From an optimization exercise on the open Yosys and OpenROAD flow, aimed at small area and a short achievable clock period; shortcuts taken in it are not production practice. No functional check of the RTL was part of any run shown here. Power and IR drop assume default switching activity.

<file path="flow/flow/run.sh">
#!/bin/bash
# Standard ORFS layout, with the port buffers made from buf_4 cells instead
# of the buffer that buffer_ports picks by default.
set -euo pipefail
bash standard.sh "BUFFER_PORTS_ARGS=-buffer_cell sky130_fd_sc_hd__buf_4" finish > orfs_make.log 2>&1
</file>
<file path="flow/standard.sh">
#!/bin/bash
# synth_recipe.tcl (not shown) runs the flow's synth.tcl, then flattens the netlist and writes it again
# the make line also repeats each setting of config.mk as NAME=value (left out here)
make -C /OpenROAD-flow-scripts/flow DESIGN_CONFIG=/design/flow/config.mk WORK_HOME=/design/flow/orfs CLKGATE_MAP_FILE= SYNTH_SCRIPT=/design/flow/synth_recipe.tcl "${@:-finish}"
</file>
<file path="flow/config.mk">
export PLATFORM = sky130hd
export DESIGN_NAME = link_engine
export DESIGN_NICKNAME = link_engine
export VERILOG_FILES = /design/flow/design.v
export SDC_FILE = /design/flow/constraint.sdc
export NUM_CORES = 4
export LEC_CHECK = 0
export CAP_MARGIN = 20
export CORE_MARGIN = 2
export CORE_UTILIZATION = 70
export CTS_BUF_LIST = sky130_fd_sc_hd__clkbuf_16
export CTS_CLUSTER_DIAMETER = 80
export CTS_CLUSTER_SIZE = 30
export SETUP_SLACK_MARGIN = 2.6
export SLEW_MARGIN = 20
export SYNTH_HIERARCHICAL = 1
export SYNTH_MINIMUM_KEEP_SIZE = 0
</file>
<file path="flow/constraint.sdc">
create_clock -name core_clock -period 5.0 [get_ports {clk}]
set_input_delay 1.0000 -clock core_clock [delete_from_list [all_inputs] [get_ports {clk}]]
set_output_delay 1.0000 -clock core_clock [all_outputs]
set_load 0.01 [all_outputs]
</file>
<file path="flow/design.v">
module link_engine (
    input  wire        clk,
    input  wire        role,           
    input  wire        op_valid,
    input  wire [11:0] op,
    output wire        op_ready,
    output reg         rsp_ok,
    output reg  [7:0]  rsp_data,
    output reg         line_req_out,
    output reg         line_dc_out
);
    localparam integer N = 50;
    localparam [2:0] S_IDLE = 3'd0,    
                     S_RS   = 3'd1,    
                     S_RC   = 3'd2,    
                     S_RCA  = 3'd3,    
                     S_RDY  = 3'd4,    
                     S_DTX  = 3'd5,    
                     S_DCF  = 3'd6,    
                     S_DCA  = 3'd7;    
    assign op_ready = 1'b1;
    reg [2:0]     ls;
    reg [8*N-1:0] txm;                  
    reg [8*N-1:0] rxm;
    reg [4:0]     tx_wh, tx_rh, rx_wh, rx_rh;    
    reg [9:0]     tx_wl, tx_rl, rx_wl, rx_rl;    
    reg           tx_ne, tx_full, rx_ne, rx_full;
    reg [2:0]     tx_idx, rx_idx;
    reg [7:0]     tx_byte;              
    reg [6:0]     rx_sh;                
    wire [7:0] tx_head, rx_head;
    wire       tx_wr_to_rd, tx_rd_to_wr, rx_wr_to_rd, rx_rd_to_wr;
    genvar s;
    generate
        for (s = 0; s < N; s = s + 1) begin : g_slot
            always @(posedge clk) begin
                if (!tx_full && !(tx_wh[s / 10] | tx_wl[s % 10]))
                    txm[8*s +: 8] <= op[7:0];
                if (!rx_full && !(rx_wh[s / 10] | rx_wl[s % 10]))
                    rxm[8*s +: 8] <= {op[0], rx_sh};
            end
        end
    endgenerate
    le_head_mux tx_mux (.rh(tx_rh), .rl(tx_rl), .m(txm), .head(tx_head));
    le_head_mux rx_mux (.rh(rx_rh), .rl(rx_rl), .m(rxm), .head(rx_head));
    le_ptr_cmp tx_cmp (.wh(tx_wh), .wl(tx_wl), .rh(tx_rh), .rl(tx_rl),
                       .wr_next_is_rd(tx_wr_to_rd), .rd_next_is_wr(tx_rd_to_wr));
    le_ptr_cmp rx_cmp (.wh(rx_wh), .wl(rx_wl), .rh(rx_rh), .rl(rx_rl),
                       .wr_next_is_rd(rx_wr_to_rd), .rd_next_is_wr(rx_rd_to_wr));
    wire tx_pending = (tx_idx != 3'd7) || tx_ne;
    wire is_init  = op_valid && (op[11:8] == 4'b0000);
    wire is_send  = op_valid && (op[11:8] == 4'b0001);
    wire is_recv  = op_valid && (op[11:8] == 4'b0010);
    wire is_avail = op_valid && (op[11:8] == 4'b0011);
    wire ev_rqf   = op_valid && (op[11:8] == 4'b1000);
    wire ev_rqr   = op_valid && (op[11:8] == 4'b1001);
    wire ev_dcf   = op_valid && (op[11:8] == 4'b1010);
    wire ev_dcr   = op_valid && (op[11:8] == 4'b1011);
    wire t1 = ev_dcf && ls == S_RS;
    wire t2 = ev_dcr && ls == S_RCA;
    wire t3 = ev_dcf && ls == S_DTX;
    wire t4 = ev_dcr && ls == S_DCA;
    wire t5 = ev_rqf && ls == S_IDLE;
    wire t6 = ev_rqf && ls == S_RS && role;
    wire t7 = ev_rqr && ls == S_RC;
    wire t8 = ev_rqf && ls == S_RDY;
    wire t9 = ev_rqr && ls == S_DCF;
    wire tx_enq = is_send && !tx_full;
    wire tx_deq = t2 && tx_idx == 3'd7 && tx_ne;
    wire rx_enq = t8 && rx_idx == 3'd6 && !rx_full;
    wire rx_deq = is_recv && rx_ne;
    wire [2:0] tx_idx_inc = tx_idx + 3'd1;
    wire       tx_bit = (tx_idx == 3'd7) ? (tx_ne && tx_byte[0]) : tx_byte[tx_idx_inc];
    always @(posedge clk) begin
        rsp_ok   <= is_init || tx_enq || ((is_recv || is_avail) && rx_ne);
        rsp_data <= rx_deq ? rx_head : 8'h00;
        if (is_init) begin
            ls           <= S_IDLE;
            line_req_out <= 1'b1;
            line_dc_out  <= 1'b1;
        end else if (tx_enq && !tx_ne && ls == S_IDLE) begin
            ls           <= S_RS;
            line_req_out <= 1'b0;
        end else if (t1) begin
            ls           <= S_RCA;
            line_req_out <= 1'b1;
        end else if (t2) begin
            ls           <= S_DTX;
            line_req_out <= 1'b0;
            line_dc_out  <= tx_bit;
        end else if (t3) begin
            ls           <= S_DCA;
            line_req_out <= 1'b1;
            line_dc_out  <= 1'b1;
        end else if (t5 || t6) begin
            ls           <= S_RC;
            line_req_out <= 1'b1;
            line_dc_out  <= 1'b0;
        end else if (t7) begin
            ls           <= S_RDY;
            line_dc_out  <= 1'b1;
        end else if (t8) begin
            ls           <= S_DCF;
            line_dc_out  <= 1'b0;
        end else if (t4 || t9) begin
            line_dc_out  <= 1'b1;
            if (tx_pending) begin
                ls           <= S_RS;
                line_req_out <= 1'b0;
            end else begin
                ls           <= S_IDLE;
            end
        end
        if (is_init) begin
            tx_ne   <= 1'b0;
            tx_full <= 1'b0;
            tx_idx  <= 3'd7;
        end else if (tx_enq) begin
            tx_ne   <= 1'b1;
            tx_full <= tx_wr_to_rd;
        end else if (t2) begin
            if (tx_idx != 3'd7)
                tx_idx <= tx_idx_inc;
            else if (tx_ne) begin
                tx_idx  <= 3'd0;
                tx_full <= 1'b0;
                tx_ne   <= !tx_rd_to_wr;
            end
        end
        if (tx_idx == 3'd7)
            tx_byte <= tx_ne ? tx_head : op[7:0];
        if (is_init) begin
            rx_ne   <= 1'b0;
            rx_full <= 1'b0;
            rx_idx  <= 3'd7;
        end else if (t8) begin
            rx_idx <= rx_idx + 3'd1;
            if (rx_enq) begin
                rx_ne   <= 1'b1;
                rx_full <= rx_wr_to_rd;
            end
        end else if (rx_deq) begin
            rx_full <= 1'b0;
            rx_ne   <= !rx_rd_to_wr;
        end
        if (t8)
            rx_sh <= {op[0], rx_sh[6:1]};
        if (is_init) begin
            tx_wl <= 10'h3FE;  tx_wh <= 5'h1E;
            tx_rl <= 10'h3FE;  tx_rh <= 5'h1E;
            rx_wl <= 10'h3FE;  rx_wh <= 5'h1E;
            rx_rl <= 10'h3FE;  rx_rh <= 5'h1E;
        end else begin
            if (tx_enq) begin
                tx_wl <= {tx_wl[8:0], tx_wl[9]};
                if (!tx_wl[9]) tx_wh <= {tx_wh[3:0], tx_wh[4]};
            end
            if (tx_deq) begin
                tx_rl <= {tx_rl[8:0], tx_rl[9]};
                if (!tx_rl[9]) tx_rh <= {tx_rh[3:0], tx_rh[4]};
            end
            if (rx_enq) begin
                rx_wl <= {rx_wl[8:0], rx_wl[9]};
                if (!rx_wl[9]) rx_wh <= {rx_wh[3:0], rx_wh[4]};
            end
            if (rx_deq) begin
                rx_rl <= {rx_rl[8:0], rx_rl[9]};
                if (!rx_rl[9]) rx_rh <= {rx_rh[3:0], rx_rh[4]};
            end
        end
    end
endmodule
module le_head_mux (
    input  wire [4:0]   rh,
    input  wire [9:0]   rl,
    input  wire [399:0] m,
    output wire [7:0]   head
);
    wire [49:0]  rsel;
    wire [135:0] y;                  
    genvar g, b;
    generate
        for (g = 0; g < 50; g = g + 1) begin : g_sel
            assign rsel[g] = ~(rh[g / 10] | rl[g % 10]);
        end
        for (g = 0; g < 16; g = g + 1) begin : g_grp
            for (b = 0; b < 8; b = b + 1) begin : g_bit
                le_aoi222 u (.a1(rsel[3*g]),   .b1(m[24*g + b]),
                             .a2(rsel[3*g+1]), .b2(m[24*g + 8 + b]),
                             .a3(rsel[3*g+2]), .b3(m[24*g + 16 + b]),
                             .y(y[8*g + b]));
            end
        end
        for (b = 0; b < 8; b = b + 1) begin : g_tail
            le_aoi22 u (.a1(rsel[48]), .b1(m[384 + b]),
                        .a2(rsel[49]), .b2(m[392 + b]),
                        .y(y[128 + b]));
        end
        for (b = 0; b < 8; b = b + 1) begin : g_or
            wire [16:0] col;
            for (g = 0; g < 17; g = g + 1) begin : g_c
                assign col[g] = y[8*g + b];
            end
            assign head[b] = ~&col;
        end
    endgenerate
endmodule
module le_ptr_cmp (
    input  wire [4:0] wh,
    input  wire [9:0] wl,
    input  wire [4:0] rh,
    input  wire [9:0] rl,
    output wire       wr_next_is_rd,
    output wire       rd_next_is_wr
);
    wire [9:0] wl_n = {wl[8:0], wl[9]};
    wire [9:0] rl_n = {rl[8:0], rl[9]};
    wire [4:0] wh_n = wl[9] ? wh : {wh[3:0], wh[4]};
    wire [4:0] rh_n = rl[9] ? rh : {rh[3:0], rh[4]};
    assign wr_next_is_rd = |(~wl_n & ~rl) & |(~wh_n & ~rh);
    assign rd_next_is_wr = |(~rl_n & ~wl) & |(~rh_n & ~wh);
endmodule
module le_aoi222 (
    input  wire a1, b1, a2, b2, a3, b3,
    output wire y
);
    assign y = ~((a1 & b1) | (a2 & b2) | (a3 & b3));
endmodule
module le_aoi22 (
    input  wire a1, b1, a2, b2,
    output wire y
);
    assign y = ~((a1 & b1) | (a2 & b2));
endmodule
</file>
==> qor.csv, run 1 <==
stage,metric,value,unit
outcome,status,finished clean,
clock_network,TritonCTS clock tree,yes,
clock_network,Worst-Skew Late Latency,610,ps
setup_path,Worst EP required,5350,ps
logic_synthesis,"Net Count, Synth",1884,
setup_path,Reg2Reg Launch Point,tx_rh[3],
route,Initial DRT Pass Iterations,8,
logic_synthesis,Netlist cell types,55,
clock_network,CTS buffer count,37,
cells_and_area,Reg area,0.0263,sq mm
cells_and_area,Fillers,2534,
sta,worst setup margin,2370,ps
clock_network,Sinks on Clock Net,899,
cells_and_area,Area growth syn-to-layout,9.47,%
logic_synthesis,"Avg Cell Area, Syn",17.5,sq um
setup_path,reg2reg end,tx_byte[0],
clock_network,CTS clock-pin slew for the worst setup and hold paths,100,ps
floorplanning,Starting Density,70.5,%
route,Detail Route Antenna Nets,0,
setup_path,critical path class,reg2reg,
floorplanning,Die W,220,microns
clock_network,Clock Root Buffer,clkbuf_16,
power_and_ir_drop,Cell Pwr Density,463,mW/mm^2
route,met3 WL,7580,microns
sta,"Slew Viols, Final",0,
place,HPWL after detailed placement,50400,microns
sta,final hold slack,470,ps
setup_path,"Arr. time, crit path",2980,ps
sta,final hold viol count,0,
cells_and_area,"non-filler cells, final",2571,
sta,setup TNS,0,ps
setup_path,Critical Path Fanout Max,5,
setup_path,worst r2r path cells,6,
route,via count,19500,
setup_path,worst setup path startpoint,tx_rh[3],
route,WL per Instance,31.4,microns
logic_synthesis,"FF+latch count, synth",899,
route,drt initial violations,3853,
setup_path,R2R Setup Slk,2370,ps
global_route,largest net degree at the start of global routing,103,
sta,RSZ-0062 raised after global routing,true,
place,DP Worst Slack,1680,ps
logic_synthesis,predominant post-synthesis flop cell,edfxtp_1,
global_route,GRT Resource Usage Total,33.9,%
sta,Max Clock Freq,380,MHz
clock_network,# hold bufs at CTS,0,
sta,Tmin final,2630,ps
cells_and_area,antenna cell count,0,
sta,Worst-Margin Slew,1160,ps
logic_synthesis,sequential area share after synthesis,80.2,%
logic_synthesis,Synth Cell Area,0.0326,sq mm
route,max layer used,met4,
sta,final setup vio count,0,
cells_and_area,"commonest non-fill, non-tap cell in the layout",edfxtp_1,
floorplanning,Cell Rows,79,
worst_hold_path,hold crit path type,reg2reg,
cells_and_area,share of post-route cells with drive strength above 1,16.0,%
global_route,initial antenna violation count,0,
route,met1 WL,28700,microns
place,RePlAce Congestion,0.923,
logic_synthesis,Post-synth EDFFs,815,
cells_and_area,nets@finish,1960,
power_and_ir_drop,maximum VDD drop,0.000442,V
power_and_ir_drop,Leak Pwr,0.0112,uW
worst_hold_path,Hold Path Origin,rx_sh[3],
route,Routed WL,80700,microns
cells_and_area,most frequent cells in the layout,"edfxtp_1 (815), a222oi_1 (256), nor2_1 (120)",
place,# port buffers,25,
floorplanning,Die Height,220,microns
floorplanning,total core area,0.0463,sq mm
floorplanning,Boundary Pins,27,
floorplanning,die area,0.0483,sq mm
clock_network,H-tree depth,2,
route,DRC Markers,0,
setup_path,critical path capture point type,flop,
sta,part of the cycle the worst path needs,52.6,%
sta,slew margin rel.,22.4,%
place,Placed Instances,2467,
global_route,first-pass GRT wire length,119000,microns
setup_path,Critical path destination,tx_byte[0],
logic_synthesis,gate count of the mapped netlist,1865,
route,Met2 Wirelength,40300,microns
logic_synthesis,ys async rst share,0,%
cells_and_area,area occupied by multi-input gates,0.00681,sq mm
setup_path,startpoint types,flop,
run,Max-Cap Viols,0,
logic_synthesis,YS warnings,7,
route,Via density,7.57,
sta,clk_skew,24.1,ps
global_route,vias in the first global route,18400,
global_route,Congestion Overflow GR,0,
clock_network,clock tree buffer depth,3,
==> per-module statistics from Yosys, one instance, submodules excluded <==
module       flip-flops and latches  area (sq um)
le_aoi222                         0          10.0
le_head_mux                       0           493
link_engine                     899         28500
le_ptr_cmp                        0           186
le_aoi22                          0          12.5
==> synth_stat cells, drive strengths merged, types with 3 or more instances <==
library cell    n  area share [%]
nand3b          3           0.069
buf            28            0.50
dfxtp          84             5.2
mux2i          20            0.61
nor4           16            0.31
nand4          65             1.2
ha              4            0.15
a22oi          18            0.66
a21oi          20            0.31
or2             5           0.096
o22ai          32            0.61
nand2         102             1.2
a211oi          9            0.22
a222oi        256             7.9
inv             4           0.046
nor2b           6            0.12
clkbuf         28            0.32
o211ai          4            0.11
edfxtp        815              75
a2bb2oi         4            0.11
o21ai          22            0.34
nand2b          4           0.077
mux2            9            0.31
nor3           86             1.4
and2            8            0.15
nor2          156             1.8
or3             4           0.077
nand3          32            0.49
==> power by group <==
part,total (uW),internal (uW),switching [uW]
combinational,2720,865,1850
sequential,10300,9420,840
clock,3560,1420,2140
total,16500,11700,4830
==> cell type report <==
class | instances | area share (%)
Sequential cell | 899 | 73.6
Multi-Input combinational cell | 906 | 19.1
Clock buffer | 38 | 2.66
Timing Repair Buffer | 93 | 2.18
Tap cell | 607 | 2.13
Clock inverter | 24 | 0.350
Inverter | 4 | 0.0526
==> through the flow <==
stage / total power, uW / util (%) / area [sq um]
after CTS: 16400 / 76.4 / 35400
after detailed placement: 12700 / 72.6 / 33600
after global placement: 12600 / 72.4 / 33500
after floorplan: 11500 / - / 32700
after global routing: 17000 / 77.2 / 35700
final: 16500 / 77.2 / 35700
==> worst max-delay path: stages (launching register included) <==
cell and delay (ps):
dfxtp_4 440, nor2_4 70, a222oi_1 870, nand4_1 310, nor4_2 250, nand4_1 140, mux2_4 300
==> logic make-up after synthesis <==
kind of cell	Yosys count	share of synthesized area [%]
buf+inv	60	0.871
fa+ha+maj	4	0.153
xor+xnor	2	0.0537
compound gates	371	10.4
other cells	1	0.0115
simple gates	497	7.29
mux	31	1.06
flops	899	80.2
==> metal layers <==
metal  vias to the layer above  track usage, %
met5                         -               0
met4                         0            14.4
met3                       224            4.32
met2                      1372            56.5
met1                      9720            45.8
li1                       8141               -
==> how the worst min path moves through the flow <==
stage                            to  cells after the start
after floorplan           tx_idx[2]                      2
after global placement     rx_sh[2]                      0
after detailed placement   rx_sh[2]                      0
after CTS                  rx_sh[2]                      0
after global routing       rx_sh[2]                      0
final                      rx_sh[2]                      0
==> registers in the layout, indices dropped and copies added (netlist names), 3 cells and up <==
signal,count
rx_wl,10
rx_rh,5
rx_rl,10
tx_rl,10
tx_wl,10
ls,3
rx_wh,5
tx_wh,5
tx_idx,3
rx_sh,7
tx_byte,8
txm,400
tx_rh,5
rxm,400
rsp_data,8
rx_idx,3
==> timing repair <==
item	CTS	global route
pin swaps	70	53
gates resized for setup	121	27
endpoints found under the setup margin	38	83
setup buffers	32	8
==> run 2, diff against run 1 <==
--- a/flow/design.v
+++ b/flow/design.v
@@ -28,3 +28,3 @@
     reg [2:0]     tx_idx, rx_idx;
-    reg [7:0]     tx_byte;              
+    reg [7:1]     tx_byte;              
     reg [6:0]     rx_sh;                
@@ -72,3 +72,3 @@
     wire [2:0] tx_idx_inc = tx_idx + 3'd1;
-    wire       tx_bit = (tx_idx == 3'd7) ? (tx_ne && tx_byte[0]) : tx_byte[tx_idx_inc];
+    wire       tx_bit = (tx_idx == 3'd7) ? (tx_ne && tx_head[0]) : tx_byte[tx_idx_inc];
     always @(posedge clk) begin
@@ -129,4 +129,4 @@
         end
-        if (tx_idx == 3'd7)
-            tx_byte <= tx_ne ? tx_head : op[7:0];
+        if (tx_deq)
+            tx_byte <= tx_head[7:1];
         if (is_init) begin
--- a/flow/config.mk
+++ b/flow/config.mk
@@ -13,3 +13,3 @@
 export CTS_CLUSTER_SIZE = 30
-export SETUP_SLACK_MARGIN = 2.6
+export SETUP_SLACK_MARGIN = 2.8
 export SLEW_MARGIN = 20
==> run 2 against run 1 <==
Critical path depth grew 3. Synthesized area shrank 0.41%. First-iteration DRC count shrank 7.6%. Count of clock-buffer cells in the layout shrank 1. Still clean on timing, DRC and antenna. Core utilization grew 0.49 points. Final area shrank 0.86%. Cell count grew 0.78%. Sequential share of layout area grew 0.55 points.
==> qor.csv, run 2 <==
stage,metric,value,unit
clock_network,Clock Root Buffer,clkbuf_16,
cells_and_area,Reg area,0.0262,sq mm
clock_network,Worst-Skew Late Latency,600,ps
logic_synthesis,Synth area leaders,"edfxtp_1 (75%), a222oi_1 (7.9%), dfxtp_1 (5.2%), nor2_1 (2.0%), nor3_1 (1.3%)",
floorplanning,total core area,0.0456,sq mm
setup_path,"critical path, cell by cell","buf_6, nor2_4, a222oi_1, nand4_1, nor4_4, nand4_1, nand2_1, o211ai_1, a221o_1",
sta,RSZ-0062 raised after global routing,true,
setup_path,startpoint types,flop,
route,WL per Instance,30.0,microns
cells_and_area,Fillers,2451,
cells_and_area,fin util,77.7,%
setup_path,Critical Path Fanout Max,8,
route,DRC Markers,0,
floorplanning,Boundary Pins,27,
outcome,status,finished clean,
clock_network,CTS buffer count,37,
cells_and_area,Area growth syn-to-layout,8.98,%
cells_and_area,area occupied by multi-input gates,0.00659,sq mm
place,HPWL after detailed placement,48700,microns
setup_path,"Arr. time, crit path",3200,ps
clock_network,# hold bufs at CTS,0,
sta,Worst-Margin Slew,1110,ps
clock_network,H-tree depth,2,
logic_synthesis,"Avg Cell Area, Syn",17.2,sq um
floorplanning,Cell Rows,78,
sta,final setup vio count,0,
logic_synthesis,predominant post-synthesis flop cell,edfxtp_1,
clock_network,Sinks on Clock Net,898,
setup_path,Worst EP required,5490,ps
sta,slew margin rel.,25.6,%
sta,Max Clock Freq,368,MHz
route,Detail Route Antenna Nets,0,
setup_path,Critical Path Slowest Stage Cell,a222oi_1,
sta,setup TNS,0,ps
setup_path,critical path class,reg2reg,
logic_synthesis,sequential area share after synthesis,80.4,%
cells_and_area,nets@finish,1985,
logic_synthesis,"top cells by count, synth","edfxtp_1 (814), a222oi_1 (256), nor2_1 (177)",
cells_and_area,most frequent cells in the layout,"edfxtp_1 (814), a222oi_1 (256), nor2_1 (156)",
route,Routed WL,77600,microns
route,via count,19500,
place,DP Area,0.0334,sq mm
cells_and_area,top flop regs,"rxm x400, txm x400",
sta,"Slew Viols, Final",0,
floorplanning,Die W,219,microns
clock_network,TritonCTS clock tree,yes,
global_route,first-pass GRT wire length,116000,microns
logic_synthesis,largest area contributor in the netlist,edfxtp_1,
logic_synthesis,YS warnings,7,
floorplanning,Starting Density,71.3,%
global_route,largest net degree at the start of global routing,56,
logic_synthesis,"FF+latch count, synth",898,
worst_hold_path,hold crit path type,reg2reg,
global_route,GRT Resource Usage Total,32.9,%
cells_and_area,share of post-route cells with drive strength above 1,14.4,%
setup_path,Most Frequent Cell on Critical Path,nand4_1,
power_and_ir_drop,Total Power,16000,uW
place,RePlAce Congestion,0.925,
global_route,vias in the first global route,18100,
logic_synthesis,"Net Count, Synth",1913,
logic_synthesis,Netlist cell types,55,
power_and_ir_drop,maximum VDD drop,0.000451,V
route,Initial DRT Pass Iterations,9,
clock_network,clock tree buffer depth,3,
setup_path,Worst path max stage delay,630,ps
setup_path,critical path capture point type,flop,
route,drt initial violations,3561,
floorplanning,die area,0.0481,sq mm
floorplanning,Die Height,219,microns
power_and_ir_drop,Leak Pwr,0.0111,uW
logic_synthesis,Synth Cell Area,0.0325,sq mm
cells_and_area,antenna cell count,0,
logic_synthesis,cell with the most instances after synthesis,edfxtp_1,
sta,final hold viol count,0,
sta,clk_skew,19.6,ps
run,Max-Cap Viols,0,
global_route,Congestion Overflow GR,0,
global_route,initial antenna violation count,0,
clock_network,CTS clock-pin slew for the worst setup and hold paths,100,ps
sta,worst setup margin,2280,ps
place,# port buffers,25,
logic_synthesis,gate count of the mapped netlist,1893,
cells_and_area,"commonest non-fill, non-tap cell in the layout",edfxtp_1,
cells_and_area,Final Instance Area,0.0354,sq mm
sta,Tmin final,2720,ps
sta,part of the cycle the worst path needs,54.3,%
power_and_ir_drop,Cell Pwr Density,452,mW/mm^2
place,DP Worst Slack,1830,ps
logic_synthesis,ys async rst share,0,%
logic_synthesis,post-synth top area share,75.3,%
route,Via density,7.52,
logic_synthesis,Post-synth EDFFs,814,
==> run 2: changes by cell type after synthesis, sizes merged, moves of 3 or more <==
cell,change
nor2,+21
mux2i,-18
nand3,+15
clkbuf,+9
mux2,-9
nand2,+9
buf,-6
a211oi,-5
a31oi,+3
and2,+3
xor2,+3
==> run 2: critical path: cells and delay by family, from the launching register on <==
kind / cells / cell delay [ps]
buffers and inverters: 1 / 100
AND/OR/NAND/NOR: 5 / 1080
AO/OA/AOI/OAI: 3 / 1040
flip-flops: 1 / 400
==> run 2: power breakdown <==
part / total [uW] / switching (uW) / internal [uW]
logic: 2400 / 1690 / 716
registers: 10100 / 744 / 9320
clock network: 3520 / 2130 / 1400
total: 16000 / 4560 / 11400
==> run 2: cell type report <==
| cell class | instances | share of cell area, % |
|---|---|---|
| sequential | 898 | 74.1 |
| clock inverter | 28 | 0.399 |
| timing repair buffer | 92 | 2.06 |
| clock buffer | 37 | 2.62 |
| inverter | 6 | 0.0848 |
| multi-input combinational | 930 | 18.6 |
| tap | 600 | 2.12 |
==> run 2: timing repair <==
| action | 4_1_cts | 5_1_grt |
|---|---|---|
| pin swaps | 63 | 36 |
| buffers inserted | 30 | 5 |
| gates resized for setup | 108 | 15 |
| endpoints found under the setup margin | 74 | 40 |
==> run 2: worst paths after layout <==
| kind | start | to | slack (ps) | cells past startpoint |
|---|---|---|---|---|
| setup / recovery | tx_rh[0] | line_dc_out | 2280 | 9 |
| hold / removal | rx_sh[1] | rx_sh[0] | 480 | 0 |
| setup reg to reg | tx_rh[0] | line_dc_out | 2280 | 9 |
| hold reg to reg | rx_sh[1] | rx_sh[0] | 480 | 0 |
==> run 2: layer usage <==
metal	GRT usage (%)	routed length [microns]
met1	45.9	27900
met2	53.0	37600
met5	0	0
met4	14.3	4190
met3	4.55	7950
==> run 2: kinds of logic (layout without fill, tap and decap cells) <==
| kind of cell | Yosys count | after routing | share of synthesized area, % |
|---|---|---|---|
| buffers and inverters | 65 | 163 | 0.867 |
| xor gates and xnor gates | 4 | 4 | 0.108 |
| DFF | 898 | 898 | 80.4 |
| AOI/OAI and AO/OA | 379 | 379 | 10.6 |
| other | 1 | 1 | 0.0115 |
| adders and majority gates | 5 | 5 | 0.193 |
| muxes | 3 | 3 | 0.131 |
| and+or+nand+nor | 538 | 538 | 7.70 |
==> run 2: per-module statistics from Yosys (local to each module, per instance) <==
| module | cells | copies in the design |
|---|---|---|
| link_engine | 1353 | 1 |
| le_head_mux | 103 | 2 |
| le_ptr_cmp | 31 | 2 |
| le_aoi22 | 1 | 16 |
| le_aoi222 | 1 | 256 |
==> run 2: stage by stage <==
step / instances / hold slack (ps)
CTS: 2583 / 471
finish: 2591 / 476
global route: 2591 / 487
global placement: 2486 / 435
floorplan: 1893 / 451
detailed placement: 2488 / 440
==> run 3, diff against run 2 <==
==> flow/run.sh (new file) <==
#!/bin/bash
# synth_recipe.tcl (not shown) runs the flow's synth.tcl, then flattens the netlist and writes it again
# the make line also repeats each setting of config.mk as NAME=value (left out here)
make -C /OpenROAD-flow-scripts/flow DESIGN_CONFIG=/design/flow/config.mk WORK_HOME=/design/flow/orfs CLKGATE_MAP_FILE= SYNTH_SCRIPT=/design/flow/synth_recipe.tcl finish
removed: flow/flow/run.sh
removed: flow/standard.sh
==> run 3 against run 2 <==
Largest power group unchanged. Still clean on timing, DRC and antenna. Synthesized area stayed put. Core utilization is 1.3 points higher. Global-route usage is 0.85 points higher. Flip-flop and latch count stayed put. First-iteration DRC count is 14% higher. Critical path type unchanged. Register-to-register slack hardly changed. Largest cell class unchanged. Critical endpoint unchanged.
==> qor.csv, run 3 <==
stage,metric,value,unit
clock_network,CTS clock-pin slew for the worst setup and hold paths,110,ps
route,via count,19800,
cells_and_area,Fillers,2370,
global_route,first-pass GRT wire length,118000,microns
setup_path,critical path class,reg2reg,
route,DRC Markers,0,
setup_path,worst r2r path cells,8,
route,Initial DRT Pass Iterations,9,
route,met1 WL,28700,microns
logic_synthesis,gate count of the mapped netlist,1893,
clock_network,Sinks on Clock Net,898,
clock_network,TritonCTS clock tree,yes,
clock_network,clock tree buffer depth,3,
logic_synthesis,"top cells by count, synth","edfxtp_1 (814), a222oi_1 (256), nor2_1 (177)",
power_and_ir_drop,clock share of power,21.9,%
floorplanning,Die W,219,microns
logic_synthesis,largest area contributor in the netlist,edfxtp_1,
route,Routed WL,79900,microns
power_and_ir_drop,Int Power,11600,uW
sta,clk_skew,18.6,ps
clock_network,# hold bufs at CTS,0,
logic_synthesis,Synth Cell Area,0.0325,sq mm
cells_and_area,share of post-route cells with drive strength above 1,18.5,%
power_and_ir_drop,sequential power share,61.9,%
logic_synthesis,cell with the most instances after synthesis,edfxtp_1,
sta,Tmin final,2720,ps
route,drt initial violations,4055,
sta,Max Clock Freq,368,MHz
route,WL per Instance,30.4,microns
floorplanning,die area,0.0481,sq mm
cells_and_area,area occupied by multi-input gates,0.00683,sq mm
sta,slew margin rel.,25.4,%
sta,final hold viol count,0,
power_and_ir_drop,Cell Pwr Density,450,mW/mm^2
worst_hold_path,hold crit path type,reg2reg,
global_route,initial antenna violation count,0,
power_and_ir_drop,maximum VDD drop,0.000349,V
power_and_ir_drop,Switch Pwr,4620,uW
floorplanning,total core area,0.0456,sq mm
sta,final setup vio count,0,
sta,RSZ-0062 raised after global routing,true,
route,Met2 Wirelength,38600,microns
setup_path,Worst EP required,5490,ps
cells_and_area,antenna cell count,0,
global_route,largest net degree at the start of global routing,102,
route,Detail Route Antenna Nets,0,
cells_and_area,most frequent cells in the layout,"edfxtp_1 (814), a222oi_1 (256), nand2_1 (111)",
place,HPWL after detailed placement,49000,microns
run,Max-Cap Viols,0,
sta,setup TNS,0,ps
setup_path,Reg2Reg Launch Point,tx_rh[0],
logic_synthesis,ys async rst share,0,%
route,max layer used,met4,
logic_synthesis,"Avg Cell Area, Syn",17.2,sq um
logic_synthesis,Synth area leaders,"edfxtp_1 (75%), a222oi_1 (7.9%), dfxtp_1 (5.2%), nor2_1 (2.0%), nor3_1 (1.3%)",
setup_path,R2R Setup Slk,2280,ps
cells_and_area,top flop regs,"rxm x400, txm x400",
floorplanning,Starting Density,71.3,%
cells_and_area,"non-filler cells, final",2627,
setup_path,critical path capture point type,flop,
cells_and_area,Area growth syn-to-layout,10.8,%
setup_path,worst setup path startpoint,tx_rh[0],
sta,"Slew Viols, Final",0,
global_route,GRT Resource Usage Total,33.7,%
place,DP Area,0.0335,sq mm
place,RePlAce Congestion,0.924,
clock_network,CTS buffer count,36,
power_and_ir_drop,switch share,28.5,%
setup_path,Critical path destination,line_dc_out,
logic_synthesis,post-synth top area share,75.3,%
floorplanning,Cell Rows,78,
power_and_ir_drop,Logic pwr share,16.1,%
logic_synthesis,sequential area share after synthesis,80.4,%
power_and_ir_drop,Leak Pwr,0.0113,uW
sta,Worst-Margin Slew,1110,ps
place,Placed Instances,2487,
setup_path,startpoint types,flop,
clock_network,Worst-Skew Late Latency,600,ps
sta,part of the cycle the worst path needs,54.3,%
cells_and_area,"commonest non-fill, non-tap cell in the layout",edfxtp_1,
place,# port buffers,25,
global_route,vias in the first global route,18700,
clock_network,Clock Root Buffer,clkbuf_16,
route,Via density,7.53,
outcome,status,finished clean,
cells_and_area,Reg area,0.0262,sq mm
global_route,Congestion Overflow GR,0,
route,met3 WL,8300,microns
cells_and_area,nets@finish,2021,
logic_synthesis,Netlist cell types,55,
floorplanning,Boundary Pins,27,
sta,final hold slack,502,ps
logic_synthesis,"Net Count, Synth",1913,
place,DP Worst Slack,1470,ps
clock_network,H-tree depth,2,
setup_path,Critical Path Fanout Max,8,
logic_synthesis,predominant post-synthesis flop cell,edfxtp_1,
logic_synthesis,Post-synth EDFFs,814,
logic_synthesis,"FF+latch count, synth",898,
setup_path,"Arr. time, crit path",3210,ps
cells_and_area,Final Instance Area,0.0360,sq mm
floorplanning,Die Height,219,microns
setup_path,reg2reg end,line_dc_out,
logic_synthesis,YS warnings,7,
sta,worst setup margin,2280,ps
-- run 3: cell count changes in the layout (fill, tap and decap cells not counted), sizes merged --
cell           before  now
clkinv              5    3
clkinvlp            2    3
inv                27   25
bufinv              0    2
or3                 4    5
clkdlybuf4s15       0    3
clkbuf             38   43
clkdlybuf4s50       0    2
buf                91  117
-- run 3: logic make-up after synthesis --
kind of cell,after synthesis,synth area share (%)
AO/OA/AOI/OAI,379,10.6
XOR/XNOR,4,0.108
adder cells (fa/ha/maj),5,0.193
buffers and inverters,65,0.867
flip-flops,898,80.4
multiplexers,3,0.131
other,1,0.0115
AND/OR/NAND/NOR,538,7.70
-- run 3: worst max-delay path, cell delays in order (launching register included) --
cell,delay [ps]
dfxtp_4,420
nor2_2,100
a222oi_1,730
nand4_1,250
nor4_4,390
nand4_1,190
nand2_1,120
o211ai_1,100
a221o_1,300
-- run 3: power by group through the flow --
stage / Combinational (uW) / Clock (uW) / Sequential [uW]
finish: 2620 / 3550 / 10000
global route: 2770 / 3820 / 10100
detailed placement: 2190 / 0 / 10200
global placement: 2110 / 0 / 10100
CTS: 2470 / 3570 / 9980
floorplan: 1450 / 0 / 9770
-- run 3: repair_timing --
| item | in CTS | in global routing |
|---|---|---|
| cloned | 1 | 0 |
| setup endpoints to repair | 364 | 209 |
| resized for setup | 186 | 74 |
| setup buffers | 56 | 18 |
| pin swaps | 90 | 69 |
-- run 3: routing by layer --
layer	track usage (%)	up-vias
li1	-	8283
met1	46.8	9856
met2	54.2	1399
met3	4.88	245
met4	15.2	0
met5	0	-
-- run 3: per-module statistics from Yosys, one instance, submodules excluded --
module       cells inside  flops+latches
le_head_mux           103              0
le_ptr_cmp             31              0
link_engine          1353            898
le_aoi222               1              0
le_aoi22                1              0
-- run 3: metrics by stage --
stage	utilization [%]	total power, uW
6_report	79.0	16200
3_3_place_gp	73.4	12300
4_1_cts	77.9	16000
5_1_grt	79.0	16700
2_1_floorplan	-	11200
3_5_place_dp	73.4	12400
-- run 3: layout make-up --
class / instances / share of cell area (%)
timing repair buffer: 128 / 2.99
clock inverter: 27 / 0.434
multi-input combinational: 931 / 19.0
sequential: 898 / 72.9
tap: 600 / 2.09
inverter: 6 / 0.0834
clock buffer: 37 / 2.57
-- run 3: how the worst min path moves through the flow --
stage / cells after the start / to / from
after floorplan: 2 / tx_idx[2] / tx_idx[2]
after global placement: 2 / tx_idx[2] / tx_idx[2]
after detailed placement: 2 / tx_idx[2] / tx_idx[2]
after CTS: 2 / tx_idx[2] / tx_idx[2]
after global routing: 2 / tx_idx[2] / tx_idx[2]
final: 2 / tx_idx[2] / tx_idx[2]
==> run 4, diff against run 3 <==
--- a/flow/config.mk
+++ b/flow/config.mk
@@ -13,2 +13,3 @@
 export CTS_CLUSTER_SIZE = 30
+export GPL_TIMING_DRIVEN = 1
 export SETUP_SLACK_MARGIN = 2.8
==> run 4 against run 3 <==
Still clean on timing, DRC and antenna. Setup slack unchanged. Clock power about the same. Final area unchanged. Critical endpoint unchanged.
==> qor.csv, run 4 <==
stage,metric,value,unit
sta,final setup vio count,0,
route,Detail Route Antenna Nets,0,
setup_path,Critical Path Fanout Max,8,
sta,worst setup margin,2280,ps
clock_network,H-tree depth,2,
setup_path,reg2reg end,line_dc_out,
setup_path,"Arr. time, crit path",3210,ps
sta,Worst-Margin Slew,1110,ps
route,Via density,7.53,
setup_path,worst r2r path cells,8,
sta,"Slew Viols, Final",0,
global_route,largest net degree at the start of global routing,102,
worst_hold_path,hold endpoint,tx_idx[2],
outcome,status,finished clean,
sta,Max Clock Freq,368,MHz
setup_path,worst path bufs/invs,0,
place,# port buffers,25,
setup_path,"critical path, cell by cell","nor2_2, a222oi_1, nand4_1, nor4_4, nand4_1, nand2_1, o211ai_1, a221o_1",
floorplanning,Boundary Pins,27,
logic_synthesis,Synth area leaders,"edfxtp_1 (75%), a222oi_1 (7.9%), dfxtp_1 (5.2%), nor2_1 (2.0%), nor3_1 (1.3%)",
run,Max-Cap Viols,0,
sta,setup TNS,0,ps
sta,final hold viol count,0,
logic_synthesis,predominant post-synthesis flop cell,edfxtp_1,
power_and_ir_drop,Leak Pwr,0.0113,uW
route,via count,19800,
sta,RSZ-0062 raised after global routing,true,
logic_synthesis,"FF+latch count, synth",898,
setup_path,critical path class,reg2reg,
clock_network,Sinks on Clock Net,898,
logic_synthesis,cell with the most instances after synthesis,edfxtp_1,
clock_network,CTS buffer count,36,
route,WL per Instance,30.4,microns
floorplanning,die area,0.0481,sq mm
logic_synthesis,post-synth top area share,75.3,%
floorplanning,Die W,219,microns
setup_path,Most Frequent Cell on Critical Path,nand4_1,
logic_synthesis,YS warnings,7,
sta,part of the cycle the worst path needs,54.3,%
route,Initial DRT Pass Iterations,9,
logic_synthesis,Netlist cell types,55,
power_and_ir_drop,Logic pwr share,16.1,%
sta,clk_skew,18.6,ps
place,DP Worst Slack,1470,ps
logic_synthesis,"Net Count, Synth",1913,
logic_synthesis,sequential area share after synthesis,80.4,%
sta,slew margin rel.,25.4,%
clock_network,TritonCTS clock tree,yes,
global_route,vias in the first global route,18700,
global_route,initial antenna violation count,0,
setup_path,critical path capture point type,flop,
cells_and_area,share of post-route cells with drive strength above 1,18.5,%
setup_path,startpoint types,flop,
floorplanning,Die Height,219,microns
worst_hold_path,hold path cells,2,
power_and_ir_drop,Int Power,11600,uW
power_and_ir_drop,Switch Pwr,4620,uW
logic_synthesis,gate count of the mapped netlist,1893,
power_and_ir_drop,Cell Pwr Density,450,mW/mm^2
place,RePlAce Congestion,0.924,
setup_path,Worst EP required,5490,ps
logic_synthesis,"Avg Cell Area, Syn",17.2,sq um
logic_synthesis,"top cells by count, synth","edfxtp_1 (814), a222oi_1 (256), nor2_1 (177)",
power_and_ir_drop,clock share of power,21.9,%
setup_path,Reg2Reg Launch Point,tx_rh[0],
clock_network,clock tree buffer depth,3,
worst_hold_path,Hold Path Origin,tx_idx[2],
global_route,first-pass GRT wire length,118000,microns
logic_synthesis,largest area contributor in the netlist,edfxtp_1,
power_and_ir_drop,maximum VDD drop,0.000349,V
clock_network,Clock Root Buffer,clkbuf_16,
route,Routed WL,79900,microns
global_route,GRT Resource Usage Total,33.7,%
floorplanning,Starting Density,71.3,%
cells_and_area,most frequent cells in the layout,"edfxtp_1 (814), a222oi_1 (256), nand2_1 (111)",
floorplanning,total core area,0.0456,sq mm
logic_synthesis,Post-synth EDFFs,814,
cells_and_area,"commonest non-fill, non-tap cell in the layout",edfxtp_1,
cells_and_area,Area growth syn-to-layout,10.8,%
cells_and_area,top flop regs,"rxm x400, txm x400",
setup_path,Worst path max stage delay,730,ps
floorplanning,Cell Rows,78,
setup_path,Critical Path Slowest Stage Cell,a222oi_1,
global_route,Congestion Overflow GR,0,
route,DRC Markers,0,
route,drt initial violations,4055,
setup_path,R2R Setup Slk,2280,ps
logic_synthesis,ys async rst share,0,%
power_and_ir_drop,switch share,28.5,%
worst_hold_path,hold crit path type,reg2reg,
setup_path,Worst path top cell family by delay,compound AO/OA/AOI/OAI gates,
cells_and_area,nets@finish,2021,
clock_network,Worst-Skew Late Latency,600,ps
place,HPWL after detailed placement,49000,microns
logic_synthesis,Synth Cell Area,0.0325,sq mm
sta,Tmin final,2720,ps
clock_network,CTS clock-pin slew for the worst setup and hold paths,110,ps
power_and_ir_drop,sequential power share,61.9,%
cells_and_area,antenna cell count,0,
## run 4: worst max-delay path by stage
| stage | startpoint | to | slack [ps] | cells past startpoint |
|---|---|---|---|---|
| global placement | op[8] | rx_wl[0] | 1520 | 6 |
| CTS | tx_rh[4] | line_dc_out | 2360 | 9 |
| global route | tx_rh[0] | line_dc_out | 2310 | 8 |
| finish | tx_rh[0] | line_dc_out | 2280 | 8 |
| floorplan | op[10] | ls[1] | 2230 | 7 |
| detailed placement | op[8] | rx_wl[0] | 1470 | 6 |
## run 4: logic make-up after synthesis
kind of cell    after synthesis  synth area share (%)
buf+inv                      65                 0.867
compound gates              379                  10.6
flops                       898                  80.4
xor+xnor                      4                 0.108
fa+ha+maj                     5                 0.193
mux                           3                 0.131
simple gates                538                  7.70
other cells                   1                0.0115
## run 4: layout make-up
type	instances	area (sq um)
Clock inverter	27	156
Fill cell	2370	9570
Multi-Input combinational cell	931	6830
Inverter	6	30.0
Clock buffer	37	926
Sequential cell	898	26200
Tap cell	600	751
Timing Repair Buffer	128	1070
## run 4: modules after synthesis (local to each module, per instance)
module       cell area, sq um  cells  copies in the design  flip-flops and latches
le_aoi22                 12.5      1                    16                       0
le_aoi222                10.0      1                   256                       0
link_engine             28400   1353                     1                     898
le_ptr_cmp                186     31                     2                       0
le_head_mux               493    103                     2                       0
## run 4: tightest hold or removal path: cells and delay by family (launching register included)
kind / cells / cell delay [ps]
AND/OR/NAND/NOR: 1 / 60
multiplexers: 1 / 70
flip-flops: 1 / 350
## run 4: power by group through the flow
stage | Combinational (uW) | Sequential (uW) | Clock (uW)
6_report | 2620 | 10000 | 3550
5_1_grt | 2770 | 10100 | 3820
4_1_cts | 2470 | 9980 | 3570
3_5_place_dp | 2190 | 10200 | 0
3_3_place_gp | 2110 | 10100 | 0
2_1_floorplan | 1450 | 9770 | 0
## run 4: routing by layer
metal | part of all wire [%] | global-route usage, % | up-vias
met2 | 48 | 54.2 | 1399
met1 | 36 | 46.8 | 9856
met5 | 0 | 0 | -
met3 | 10 | 4.88 | 245
li1 | - | - | 8283
met4 | 5.4 | 15.2 | 0
## run 4: through the flow
stage	utilization [%]	hold WS, ps	instance area (sq um)	power [uW]	instances
detailed placement	73.4	482	33500	12400	2487
floorplan	-	451	32600	11200	1893
finish	79.0	502	36000	16200	2627
global placement	73.4	469	33400	12300	2486
global route	79.0	540	36000	16700	2627
CTS	77.9	507	35500	16000	2608
## run 4: repair_timing
item | in CTS | in global routing
hold buffers | 0 | 0
setup endpoints to repair | 364 | 209
gates resized for setup | 186 | 74
setup buffers | 56 | 18
pin swaps | 90 | 69
cloned | 1 | 0
==> run 5, diff against run 4 <==
--- a/flow/config.mk
+++ b/flow/config.mk
@@ -10,7 +10,6 @@
 export CORE_UTILIZATION = 70
-export CTS_BUF_LIST = sky130_fd_sc_hd__clkbuf_16
-export CTS_CLUSTER_DIAMETER = 80
-export CTS_CLUSTER_SIZE = 30
-export GPL_TIMING_DRIVEN = 1
-export SETUP_SLACK_MARGIN = 2.8
+export CTS_BUF_LIST = sky130_fd_sc_hd__clkbuf_8
+export CTS_CLUSTER_DIAMETER = 60
+export CTS_CLUSTER_SIZE = 16
+export SETUP_SLACK_MARGIN = 2.5
 export SLEW_MARGIN = 20
==> run 5 against run 4 <==
Flip-flop and latch count is the same. Synthesized area did not move. Count of clock-buffer cells in the layout increased by 34. Final area fell by 1.7%. Core utilization shrank 1.3 points. First-iteration DRC count shrank 11%. Sequential share of layout area increased by 1.2 points. Cell count is 0.15% higher. Via count decreased by 0.96%. Global-route usage is 0.32 points lower. Highest routed layer unchanged. Clock power about the same. Clock skew up 35 ps.
==> qor.csv, run 5 <==
stage,metric,value,unit
clock_network,Sinks on Clock Net,898,
outcome,status,finished clean,
floorplanning,total core area,0.0456,sq mm
cells_and_area,Final Instance Area,0.0354,sq mm
power_and_ir_drop,Logic pwr share,15.1,%
logic_synthesis,predominant post-synthesis flop cell,edfxtp_1,
sta,final hold viol count,0,
global_route,Congestion Overflow GR,0,
power_and_ir_drop,maximum VDD drop,0.000434,V
logic_synthesis,Post-synth EDFFs,814,
sta,clk_skew,53.4,ps
clock_network,CTS clock-pin slew for the worst setup and hold paths,100,ps
clock_network,Clock Root Buffer,clkbuf_8,
place,HPWL after detailed placement,50100,microns
place,RePlAce Congestion,0.980,
sta,"Slew Viols, Final",0,
route,via count,19600,
cells_and_area,nets@finish,2011,
setup_path,reg2reg end,line_dc_out,
setup_path,critical path capture point type,flop,
cells_and_area,Reg area,0.0262,sq mm
setup_path,R2R Setup Slk,2190,ps
clock_network,H-tree depth,3,
floorplanning,die area,0.0481,sq mm
floorplanning,Die W,219,microns
logic_synthesis,"top cells by count, synth","edfxtp_1 (814), a222oi_1 (256), nor2_1 (177)",
global_route,vias in the first global route,18300,
logic_synthesis,ys async rst share,0,%
cells_and_area,area occupied by multi-input gates,0.00657,sq mm
logic_synthesis,"FF+latch count, synth",898,
place,DP Area,0.0335,sq mm
cells_and_area,top flop regs,"rxm x400, txm x400",
setup_path,Worst EP required,5550,ps
logic_synthesis,gate count of the mapped netlist,1893,
setup_path,critical path class,reg2reg,
worst_hold_path,hold crit path type,reg2reg,
setup_path,Reg2Reg Launch Point,tx_rl[8],
sta,Max Clock Freq,355,MHz
cells_and_area,"commonest non-fill, non-tap cell in the layout",edfxtp_1,
route,DRC Markers,0,
run,Max-Cap Viols,0,
power_and_ir_drop,clock share of power,22.3,%
floorplanning,Die Height,219,microns
logic_synthesis,YS warnings,7,
power_and_ir_drop,Cell Pwr Density,454,mW/mm^2
cells_and_area,fin util,77.7,%
power_and_ir_drop,Switch Pwr,4650,uW
place,DP Worst Slack,1480,ps
worst_hold_path,hold endpoint,rx_sh[1],
cells_and_area,antenna cell count,0,
cells_and_area,"non-filler cells, final",2631,
route,Via density,7.45,
clock_network,clock tree buffer depth,3,
cells_and_area,share of post-route cells with drive strength above 1,14.3,%
sta,RSZ-0062 raised after global routing,true,
worst_hold_path,Hold Path Origin,rx_sh[2],
floorplanning,Starting Density,71.3,%
sta,setup TNS,0,ps
clock_network,TritonCTS clock tree,yes,
global_route,largest net degree at the start of global routing,62,
sta,Tmin final,2810,ps
cells_and_area,Fillers,2511,
floorplanning,Cell Rows,78,
global_route,GRT Resource Usage Total,33.4,%
power_and_ir_drop,switch share,29.0,%
logic_synthesis,largest area contributor in the netlist,edfxtp_1,
sta,Worst-Margin Slew,1100,ps
power_and_ir_drop,sequential power share,62.7,%
route,drt initial violations,3613,
clock_network,CTS buffer count,66,
logic_synthesis,post-synth top area share,75.3,%
logic_synthesis,"Avg Cell Area, Syn",17.2,sq um
logic_synthesis,sequential area share after synthesis,80.4,%
setup_path,startpoint types,flop,
worst_hold_path,hold path cells,0,
route,Detail Route Antenna Nets,0,
place,Placed Instances,2489,
route,Initial DRT Pass Iterations,10,
place,# port buffers,25,
logic_synthesis,"Net Count, Synth",1913,
setup_path,"Arr. time, crit path",3370,ps
cells_and_area,Area growth syn-to-layout,9.00,%
global_route,first-pass GRT wire length,115000,microns
sta,worst setup margin,2190,ps
logic_synthesis,Synth area leaders,"edfxtp_1 (75%), a222oi_1 (7.9%), dfxtp_1 (5.2%), nor2_1 (2.0%), nor3_1 (1.3%)",
power_and_ir_drop,Leak Pwr,0.0113,uW
sta,final setup vio count,0,
cells_and_area,most frequent cells in the layout,"edfxtp_1 (814), a222oi_1 (256), nor2_1 (158)",
sta,slew margin rel.,25.9,%
clock_network,# hold bufs at CTS,0,
setup_path,worst r2r path cells,8,
global_route,initial antenna violation count,0,
power_and_ir_drop,Int Power,11400,uW
clock_network,Worst-Skew Late Latency,710,ps
setup_path,Critical Path Fanout Max,8,
route,Routed WL,79200,microns
route,WL per Instance,30.1,microns
logic_synthesis,cell with the most instances after synthesis,edfxtp_1,
floorplanning,Boundary Pins,27,
sta,part of the cycle the worst path needs,56.3,%
logic_synthesis,Synth Cell Area,0.0325,sq mm
logic_synthesis,Netlist cell types,55,
-- run 5: changes by cell type in the layout (fill, tap and decap cells not counted), sizes merged --
| cell | change |
|---|---|
| clkdlybuf4s15 | -3 |
| dlygate4sd2 | +13 |
| clkinv | -1 |
| clkbuf | +29 |
| dlymetal6s2s | +3 |
| bufinv | -1 |
| clkdlybuf4s50 | -1 |
| buf | -46 |
| inv | +12 |
| or3 | -1 |
-- run 5: cell families (layout without fill, tap and decap cells) --
| family | count (synthesis) | in the layout | share of synthesized area [%] |
|---|---|---|---|
| flops | 898 | 898 | 80.4 |
| simple gates | 538 | 538 | 7.70 |
| compound gates | 379 | 379 | 10.6 |
| buf+inv | 65 | 203 | 0.867 |
| fa+ha+maj | 5 | 5 | 0.193 |
| xor+xnor | 4 | 4 | 0.108 |
| mux | 3 | 3 | 0.131 |
| other cells | 1 | 1 | 0.0115 |
-- run 5: per-layer routing --
layer  global-route usage (%)  up-vias  share of wire, %
li1                         -     8269                 -
met1                     45.2     9671                35
met2                     53.3     1420                49
met3                     5.46      233                10
met4                     17.4        0               5.2
met5                        0        -                 0
-- run 5: repair_timing --
item / 4_1_cts / 5_1_grt
resized for setup: 79 / 47
endpoints found under the setup margin: 72 / 56
pin swaps: 26 / 42
setup buffers: 7 / 25
-- run 5: worst max-delay path, cell delays in order (launching register included) --
cell and delay (ps):
dfxtp_4 450, nor2_2 120, a222oi_1 660, nand4_1 250, nor4_4 460, nand4_1 210
nand2_1 120, o211ai_1 100, a221o_1 310
-- run 5: metrics by stage --
stage          hold WS [ps]  total power (uW)
6_report                460             16100
2_1_floorplan           452             11200
3_5_place_dp            448             12400
4_1_cts                 481             15800
5_1_grt                 489             16500
3_3_place_gp            437             12300
-- run 5: worst max path at each step --
stage / cells after the start / slack (ps) / end / from
after floorplan: 7 / 2230 / ls[1] / op[10]
after global placement: 6 / 1560 / rx_wl[5] / op[8]
after detailed placement: 6 / 1480 / rx_wl[5] / op[8]
after CTS: 8 / 2320 / line_dc_out / tx_rl[3]
after global routing: 8 / 2290 / line_dc_out / tx_rl[8]
final: 8 / 2190 / line_dc_out / tx_rl[8]
-- run 5: power groups by stage --
stage / Sequential, uW / Clock, uW / Combinational (uW)
2_1_floorplan: 9770 / 0 / 1440
3_3_place_gp: 10100 / 0 / 2140
3_5_place_dp: 10200 / 0 / 2200
4_1_cts: 10000 / 3590 / 2260
5_1_grt: 10100 / 3870 / 2570
6_report: 10100 / 3580 / 2420
-- run 5: cell type report --
cell class                      count  area share (%)
Inverter                            6          0.0742
Clock inverter                     37           0.491
Multi-Input combinational cell    930            18.5
Tap cell                          600            2.12
Clock buffer                       71            2.76
Sequential cell                   898            74.1
Timing Repair Buffer               89            1.95
-- run 5: modules after synthesis, one instance, submodules excluded --
module,copies in the design,flip-flops and latches,cells inside,area (sq um)
le_aoi22,16,0,1,12.5
le_aoi222,256,0,1,10.0
le_head_mux,2,0,103,493
le_ptr_cmp,2,0,31,186
link_engine,1,898,1353,28400

==> what the ideal ports hide <==
In the flow no input, the clock included, has a driving cell. The finished layouts below were timed again as built, in two steps. Step 1 sets driving cells, clkbuf_16 on the clock port and buf_2 on the other inputs (assumed; they add their load-dependent delay and slew). Step 2 adds t to the input delays and takes it off the output delays; t is the mean of the earliest and latest rising clock arrival at the registers after step 1. Input paths then give back, and output paths get back, about the clock's delay inside the block. Slacks: no drivers / after step 1 / after step 2; pairs: no drivers / after step 1.
run	t (ns)	setup slack, ns	latest minus earliest clock arrival (ns)	worst data-port slew with drivers (ns)
run 1	0.649	2.369 / 2.369 / 2.072	0.030 / 0.030	0.04
run 2	0.647	2.284 / 2.284 / 2.067	0.026 / 0.027	0.04
run 3	0.649	2.284 / 2.284 / 2.033	0.024 / 0.023	0.05
run 4	0.649	2.284 / 2.284 / 2.033	0.024 / 0.023	0.05
run 5	0.742	2.187 / 2.187 / 1.890	0.055 / 0.055	0.03
After both steps every run listed still meets setup and hold.
